This is an optimization exercise on Yosys and OpenROAD, whose aim is small area, a short achievable clock period and few clock cycles per item, not a production implementation.
In this exercise RTL edits were held to simulation tests only and were not proved equivalent to the original.

== oak ==
Design yuv2rgb, start of the top module:
module yuv2rgb (
    input  wire       clk,
    input  wire       rst,
    input  wire       in_valid,
    output wire       in_ready,
    input  wire [7:0] in_y,
    input  wire [7:0] in_u,
    input  wire [7:0] in_v,
    output wire       out_valid,
    input  wire       out_ready,
    output wire [7:0] out_r,
    output wire [7:0] out_g,
    output wire [7:0] out_b,
    output wire [7:0] out_luma
);
clock: 16.0 ns
lec_check: 0
cap_margin: 20
core_margin: 2
core_utilization: 40
slew_margin: 20
synth_hierarchical: 1
synth_minimum_keep_size: 0
tns_end_percent: 0
standard.sh (not shown) runs the stock make flow with config.mk's settings and CLKGATE_MAP_FILE= SYNTH_SCRIPT=/design/flow/synth_recipe.tcl, a recipe that flattens the netlist after the stock synthesis.
==> flow/flow/run.sh <==
#!/bin/bash
# Standard ORFS layout (the standard.sh) with two changes in how it is made:
#  - the port buffers buffer_ports inserts are sky130_fd_sc_hd__buf_1 cells
#    (every input and output port still gets its own buffer);
#  - timing repair is asked to leave 11.0 ns of setup slack at the design's
#    16 ns clock, so the resizer works on the critical paths.
# Clock period, I/O constraints and all other steps are the standard ones.
set -euo pipefail
export BUFFER_PORTS_ARGS="-buffer_cell sky130_fd_sc_hd__buf_1"
bash standard.sh SETUP_SLACK_MARGIN=11.8 finish > standard_flow.log 2>&1
oak completed end to end with timing, DRC and antenna clean.
Testbench counts of oak, summed over its fixed seeds: cycles 16,024, items 16,000.
#### Input delta (pine over oak)
# oak
export LEC_CHECK = 0
export CAP_MARGIN = 20
export CORE_MARGIN = 2
export CORE_UTILIZATION = 40
export SLEW_MARGIN = 20
export SYNTH_HIERARCHICAL = 1
export SYNTH_MINIMUM_KEEP_SIZE = 0
export TNS_END_PERCENT = 0
create_clock -name core_clock -period 16.0 [get_ports {clk}]
# pine
export LEC_CHECK = 0
export CAP_MARGIN = 20
export CORE_MARGIN = 2
export CORE_UTILIZATION = 40
export SLEW_MARGIN = 20
export SYNTH_HIERARCHICAL = 1
export SYNTH_MINIMUM_KEEP_SIZE = 0
export TNS_END_PERCENT = 10
create_clock -name core_clock -period 16.0 [get_ports {clk}]
Notes after the runs:
Re first-iteration DRC count: pine is 178 down on oak. Of the two values seen for startpoint of the most critical setup path, s1_u[7]$_DFFE_PP_ was produced by pine and s1_u[4]$_DFFE_PP_ by oak. From oak to pine the numbers moved as follows: met2 wire length fell by about 2.8%, number of non-clock buffers fell by about 2%, fraction of layout cells with a size suffix above 1 fell by 0.30 points, worst setup slack stayed essentially flat. For pine, the endpoint of the worst setup timing path was s2_g[0]$_DFFE_PP_, unlike oak, where it was s2_g[5]$_DFFE_PP_.
Modified inputs, birch compared to pine
# pine
export LEC_CHECK = 0
export CAP_MARGIN = 20
export CORE_MARGIN = 2
export CORE_UTILIZATION = 40
export SLEW_MARGIN = 20
export SYNTH_HIERARCHICAL = 1
export SYNTH_MINIMUM_KEEP_SIZE = 0
export TNS_END_PERCENT = 10
create_clock -name core_clock -period 16.0 [get_ports {clk}]
# birch
export LEC_CHECK = 0
export CAP_MARGIN = 20
export CORE_MARGIN = 2
export CORE_UTILIZATION = 40
export SLEW_MARGIN = 20
export SYNTH_HIERARCHICAL = 1
export SYNTH_MINIMUM_KEEP_SIZE = 0
create_clock -name core_clock -period 16.0 [get_ports {clk}]
-- flow/flow/run.sh --
<<< pine, line 8
set -euo pipefail
export BUFFER_PORTS_ARGS="-buffer_cell sky130_fd_sc_hd__buf_1"
bash standard.sh SETUP_SLACK_MARGIN=11.8 finish > standard_flow.log 2>&1
>>> birch, line 8
set -euo pipefail
export BUFFER_PORTS_ARGS="-buffer_cell sky130_fd_sc_hd__buf_1"
bash standard.sh SETUP_SLACK_MARGIN=11.6 finish > standard_flow.log 2>&1
--- outcome ---
- Diff pine -> birch: maximum net fanout on the critical path higher.
- Data arrival time of the worst path was higher in birch than in pine.
- Well tap count essentially unchanged between birch and pine.
- Changes observed in birch relative to pine: routability-driven placement congestion ratio decreased 0.013; cell area increased 1.1%; minimum clock period increased 0.033 ns.

-- afterwards: timing with drivers on the ports --
The results above use ideal ports. As a check the final layouts listed here were re-extracted and re-timed, cells and wires unchanged.
Step 1 sets driving cells, clkbuf_16 on the clock port and buf_2 on the other inputs (assumed; they add their load-dependent delay and slew).
Step 2 also shifts input and output timing later by t, the mid clock arrival at the registers, as if the neighbouring blocks saw the same clock.
a / b / c = ideal ports / drivers / drivers and shift; a / b = the first two.
| run | shift t [ns] | setup slack, ns | hold WS [ns] | worst setup path after step 2 |
|---|---|---|---|---|
| oak | 0.405 | 11.487 / 11.487 / 11.487 | 0.463 / 0.463 / 0.463 | register to register |
| pine | 0.411 | 11.487 / 11.487 / 11.487 | 0.463 / 0.463 / 0.463 | register to register |
| birch | 0.405 | 11.453 / 11.453 / 11.453 | 0.460 / 0.460 / 0.460 | register to register |
After both steps setup and hold are still met in every run listed.
